From an optimization exercise on the open Yosys and OpenROAD flow, aimed at small area, a short achievable clock period and few clock cycles; shortcuts taken in it are not production practice. Function was checked by simulation only, so behaviour that the tests miss may differ from the original. Power and IR drop assume default switching activity.

Setup of S:
## gfd
module gfd (
    input  wire        clk,
    input  wire        rst,
    input  wire        cmd_valid,
    output wire        cmd_ready,
    input  wire [15:0] cmd,
    input  wire        h_req,
    input  wire        h_we,
    input  wire [9:0]  h_addr,
    input  wire [7:0]  h_wdata,
    output reg  [7:0]  h_rdata,
    output wire        h_ready,
    output wire        busy,
    output wire        fault
);
make LEC_CHECK=0 ABC_AREA=0 CAP_MARGIN=40 CORE_MARGIN=2 CORE_UTILIZATION=35 CTS_CLUSTER_DIAMETER=90 CTS_CLUSTER_SIZE=24 PLACE_DENSITY=0.65 SETUP_SLACK_MARGIN=5 SLEW_MARGIN=40 SYNTH_HIERARCHICAL=1 TNS_END_PERCENT=5 finish   # period 12.0 ns
run.sh (not shown) runs the stock make flow with config.mk's settings and CLKGATE_MAP_FILE= SYNTH_SCRIPT=/design/flow/synth_recipe.tcl, a recipe that flattens the netlist after the stock synthesis.
Testbench counts of S, summed over its fixed seeds: cycles 57,500.
Input-level comparison between R and S:
--- a/flow/design.v
+++ b/flow/design.v
@@ -127,31 +127,32 @@
             for (k = 0; k < 4; k = k + 1) begin : g_k
                 for (c = 0; c < 4; c = c + 1) begin : g_c
                     assign b[(4*k + c)*8 +: 8] = cells[(128*k + 32*c + g)*8 +: 8];
                 end
             end
             gfd_sel16 u_p (.b(b), .s(p_sel[16*(g/4) +: 16]), .y(port_p[g*8 +: 8]));
         end
     endgenerate
     wire [31:0] h_lane = h_addr[9] ? 32'd0 : (32'd1 << h_addr[4:0]);
     wire [31:0] j_lane = 32'd1 << j_q[4:0];
     wire [31:0] w_lane = 32'd1 << w_q[4:0];
-    wire [31:0] b_lane = busy_q ? j_lane : h_lane;
     wire [7:0]  ser_byte;
     wire [31:0] host_grp_n;                        
+    wire [31:0] ser_grp;
     generate
         for (g = 0; g < 4; g = g + 1) begin : g_bsel
-            gfd_bsel8n u_hsel (.v(port_p[64*g +: 64]), .oh(b_lane[8*g +: 8]), .yn(host_grp_n[8*g +: 8]));
+            gfd_bsel8n u_hsel (.v(port_p[64*g +: 64]), .oh(h_lane[8*g +: 8]), .yn(host_grp_n[8*g +: 8]));
+            gfd_bsel8 u_ssel (.v(port_p[64*g +: 64]), .oh(j_lane[8*g +: 8]), .y(ser_grp[8*g +: 8]));
         end
     endgenerate
-    assign ser_byte = ~(host_grp_n[7:0] & host_grp_n[15:8] & host_grp_n[23:16] & host_grp_n[31:24]);
+    assign ser_byte  = ser_grp[7:0] | ser_grp[15:8] | ser_grp[23:16] | ser_grp[31:24];
     wire [3:0] msb_b0 = {cells[3*1024 + 7], cells[2*1024 + 7], cells[1024 + 7], cells[7]};
     wire       top    = msb_b0[rp_q];
     wire [7:0]  rem = n_q - {1'b0, c_q, 5'd0};    
     wire [32:0] therm;                             
     generate
         for (g = 0; g <= 32; g = g + 1) begin : g_therm
             assign therm[g] = (g < rem);
         end
     endgenerate
     wire last_j = (j_q == 7'd0);
     wire sh_e   = run && shift_q;
==> comparison <==
R ended with every stage complete and zero timing, DRC or antenna violations. Compared with S, R shows number of DRC markers after the initial detailed-route iteration higher by 3680. When R is measured against S, its wire length on met1 turns out 9700 um higher. Between S and R, the cell count went up. When R is measured against S, its non-clock buffer total of the final layout turns out 38% higher. Cmp R vs S: final period utilization lower in R. Lower number of diodes added for antenna fixing goes to R over S. Compared with S, R shows a post-synth design cell area that is about 0.6% higher.
Testbench counts of R, summed over its fixed seeds: cycles 57,500.

========
RTL: one of the versions met above, not the one the previous note started from.
Size: about 11000 cells after synthesis, about 4400 flip-flops, ~51 I/O pins.
export LEC_CHECK = 0
export ABC_AREA = 0
export CAP_MARGIN = 60
export CORE_MARGIN = 2
export CORE_UTILIZATION = 35
export CTS_CLUSTER_DIAMETER = 80
export CTS_CLUSTER_SIZE = 20
export PLACE_DENSITY = 0.65
export SETUP_SLACK_MARGIN = 5
export SLEW_MARGIN = 60
export SYNTH_HIERARCHICAL = 1
export TNS_END_PERCENT = 5
create_clock -name core_clock -period 12.0 [get_ports {clk}]
The starting point ran to the end with no violations.
Testbench counts at the start, summed over its fixed seeds: cycles 57,500.
Change:
--- a/flow/design.v
+++ b/flow/design.v
@@ -126,34 +126,33 @@
             wire [127:0] b;
             for (k = 0; k < 4; k = k + 1) begin : g_k
                 for (c = 0; c < 4; c = c + 1) begin : g_c
                     assign b[(4*k + c)*8 +: 8] = cells[(128*k + 32*c + g)*8 +: 8];
                 end
             end
             gfd_sel16 u_p (.b(b), .s(p_sel[16*(g/4) +: 16]), .y(port_p[g*8 +: 8]));
         end
     endgenerate
     wire [31:0] h_lane = h_addr[9] ? 32'd0 : (32'd1 << h_addr[4:0]);
     wire [31:0] j_lane = 32'd1 << j_q[4:0];
     wire [31:0] w_lane = 32'd1 << w_q[4:0];
+    wire [31:0] b_lane = busy_q ? j_lane : h_lane;
     wire [7:0]  ser_byte;
     wire [31:0] host_grp_n;                        
-    wire [31:0] ser_grp;
     generate
         for (g = 0; g < 4; g = g + 1) begin : g_bsel
-            gfd_bsel8n u_hsel (.v(port_p[64*g +: 64]), .oh(h_lane[8*g +: 8]), .yn(host_grp_n[8*g +: 8]));
-            gfd_bsel8 u_ssel (.v(port_p[64*g +: 64]), .oh(j_lane[8*g +: 8]), .y(ser_grp[8*g +: 8]));
+            gfd_bsel8n u_hsel (.v(port_p[64*g +: 64]), .oh(b_lane[8*g +: 8]), .yn(host_grp_n[8*g +: 8]));
         end
     endgenerate
-    assign ser_byte  = ser_grp[7:0] | ser_grp[15:8] | ser_grp[23:16] | ser_grp[31:24];
+    assign ser_byte = ~(host_grp_n[7:0] & host_grp_n[15:8] & host_grp_n[23:16] & host_grp_n[31:24]);
     wire [3:0] msb_b0 = {cells[3*1024 + 7], cells[2*1024 + 7], cells[1024 + 7], cells[7]};
     wire       top    = msb_b0[rp_q];
     wire [7:0]  rem = n_q - {1'b0, c_q, 5'd0};    
     wire [32:0] therm;                             
     generate
         for (g = 0; g <= 32; g = g + 1) begin : g_therm
             assign therm[g] = (g < rem);
         end
     endgenerate
     wire last_j = (j_q == 7'd0);
     wire sh_e   = run && shift_q;
     wire pass_e = run && pass_q;
Clock-buffer cell count increases by 3; final area is about the same; sequential power is about the same; utilization rose by 0.19 points; power went down by 1.1%.
Testbench counts after the change, summed over its fixed seeds: cycles 57,500.

========
== old ==
Another version of the RTL of gfd (not shown whole).
For scale: roughly 11000 cells after synthesis, about 4400 flip-flops, about 0.18 sq mm of cells after synthesis.
Settings: LEC_CHECK=0, ABC_AREA=0, CAP_MARGIN=40, CORE_MARGIN=2, CORE_UTILIZATION=35, CTS_CLUSTER_DIAMETER=80, CTS_CLUSTER_SIZE=20, PLACE_DENSITY=0.65, SETUP_SLACK_MARGIN=5, SLEW_MARGIN=40, SYNTH_HIERARCHICAL=1, TNS_END_PERCENT=5; clock period 12.0 ns.
Testbench counts of old, summed over its fixed seeds: cycles 57,500.
> inputs changed (old -> new)
diff --git a/flow/design.v b/flow/design.v
--- a/flow/design.v
+++ b/flow/design.v
@@ -128,30 +128,29 @@
                 for (c = 0; c < 4; c = c + 1) begin : g_c
                     assign b[(4*k + c)*8 +: 8] = cells[(128*k + 32*c + g)*8 +: 8];
                 end
             end
             gfd_sel16 u_p (.b(b), .s(p_sel[16*(g/4) +: 16]), .y(port_p[g*8 +: 8]));
         end
     endgenerate
     wire [31:0] h_lane = h_addr[9] ? 32'd0 : (32'd1 << h_addr[4:0]);
     wire [31:0] j_lane = 32'd1 << j_q[4:0];
     wire [31:0] w_lane = 32'd1 << w_q[4:0];
+    wire [31:0] b_lane = busy_q ? j_lane : h_lane;
     wire [7:0]  ser_byte;
     wire [31:0] host_grp_n;                        
-    wire [31:0] ser_grp;
     generate
         for (g = 0; g < 4; g = g + 1) begin : g_bsel
-            gfd_bsel8n u_hsel (.v(port_p[64*g +: 64]), .oh(h_lane[8*g +: 8]), .yn(host_grp_n[8*g +: 8]));
-            gfd_bsel8 u_ssel (.v(port_p[64*g +: 64]), .oh(j_lane[8*g +: 8]), .y(ser_grp[8*g +: 8]));
+            gfd_bsel8n u_hsel (.v(port_p[64*g +: 64]), .oh(b_lane[8*g +: 8]), .yn(host_grp_n[8*g +: 8]));
         end
     endgenerate
-    assign ser_byte  = ser_grp[7:0] | ser_grp[15:8] | ser_grp[23:16] | ser_grp[31:24];
+    assign ser_byte = ~(host_grp_n[7:0] & host_grp_n[15:8] & host_grp_n[23:16] & host_grp_n[31:24]);
     wire [3:0] msb_b0 = {cells[3*1024 + 7], cells[2*1024 + 7], cells[1024 + 7], cells[7]};
     wire       top    = msb_b0[rp_q];
     wire [7:0]  rem = n_q - {1'b0, c_q, 5'd0};    
     wire [32:0] therm;                             
     generate
         for (g = 0; g <= 32; g = g + 1) begin : g_therm
             assign therm[g] = (g < rem);
         end
     endgenerate
     wire last_j = (j_q == 7'd0);
@@ -180,28 +179,29 @@
                 end
             end
             localparam HASPOLY = (g == 7 || g == 15 || g == 29 || g == 30 || g == 31) ? 1 : 0;
             gfd_lane #(.HASPOLY(HASPOLY)) u_lane (
                 .pb(port_p[g*8 +: 8]), .cin(cin), .qb(port_t[g*8 +: 8]), .sbyte(ser_byte), .sh(sh_e),
                 .pass(pass_e), .sw(ser_e & w_lane[g]), .hwd(h_wdata), .hw(hw_e), .poly(poly),
                 .src(src[g*8 +: 8]));
             assign lmask[g] = ser_q ? w_lane[g] : therm[g];
         end
     endgenerate
-    wire [15:0] rc_en = busy_q ? (ph_q ? 16'd0 : (16'd1 << {rd_q, wr_ch})) :
+    wire [15:0] rc_en = rst ? 16'hFFFF :
+                        busy_q ? (ph_q ? 16'd0 : (16'd1 << {rd_q, wr_ch})) :
                         (host_we ? (16'd1 << h_addr[8:5]) : 16'd0);
-    wire [31:0] lane_en = busy_q ? lmask : h_lane;
+    wire [31:0] lane_en = rst ? 32'hFFFF_FFFF : busy_q ? lmask : h_lane;
     generate
         for (k = 0; k < 4; k = k + 1) begin : g_reg
             for (c = 0; c < 4; c = c + 1) begin : g_chunk
                 for (g = 0; g < 32; g = g + 1) begin : g_cell
-                    wire cell_en = rst || (rc_en[4*k + c] && lane_en[g]);
+                    wire cell_en = rc_en[4*k + c] && lane_en[g];
                     always @(posedge clk) begin
                         if (cell_en)
                             cells[(128*k + 32*c + g)*8 +: 8] <= src[g*8 +: 8];
                     end
                 end
             end
         end
     endgenerate
     always @(posedge clk) begin
         if (rst) begin
==> run summary <==
For the final design instance area without fill, new came in about 3.7% lower than old did.
| area inside the core boundary | new vs old | better |
Run comparison: old cell with the largest stage delay on the worst path sky130_fd_sc_hd__nor2b_1; new cell with the largest stage delay on the worst path sky130_fd_sc_hd__nand4_1
new vs old — total of clock buffers placed in the layout rose about 1.7%.
Sort old and new by worst path setup slack after routing, ascending, and new comes first.
On new: global routing met3 resource utilization is 1.8 points lower than what old gave.
Testbench counts of new, summed over its fixed seeds: cycles 57,500.

[static timing again, ports no longer ideal]
Ports are ideal in the flow. The routed layouts listed here were re-timed in OpenROAD. Step 1: set_driving_cell puts a clkbuf_16 on clk and a buf_2 on each other input, an assumption about the parent block. Step 2 moves the port delays by t, midway between the first and last clock arrival at a register: inputs arrive t later, outputs are due t later. That takes back most of the time a late clock gives input paths. Slacks: ideal / step 1 / step 2; pairs: ideal / step 1.
run	shift t [ns]	slack for setup (ns)	worst setup path at the end
S	1.108	3.390 / 2.966 / 2.966	input to output
R	1.107	3.661 / 3.349 / 2.977	input to register
the first run of note 2	1.079	3.612 / 3.258 / 3.258	input to output
the second run of note 2	1.103	3.571 / 3.106 / 2.546	input to register
old	1.079	3.580 / 3.116 / 2.657	input to register
new	1.065	3.305 / 2.942 / 2.942	input to output
After both steps setup and hold are still met in every run listed. For the second run of note 2, which loses most, drivers alone change the setup slack by -0.465 ns; drivers and shift together by -1.025 ns.
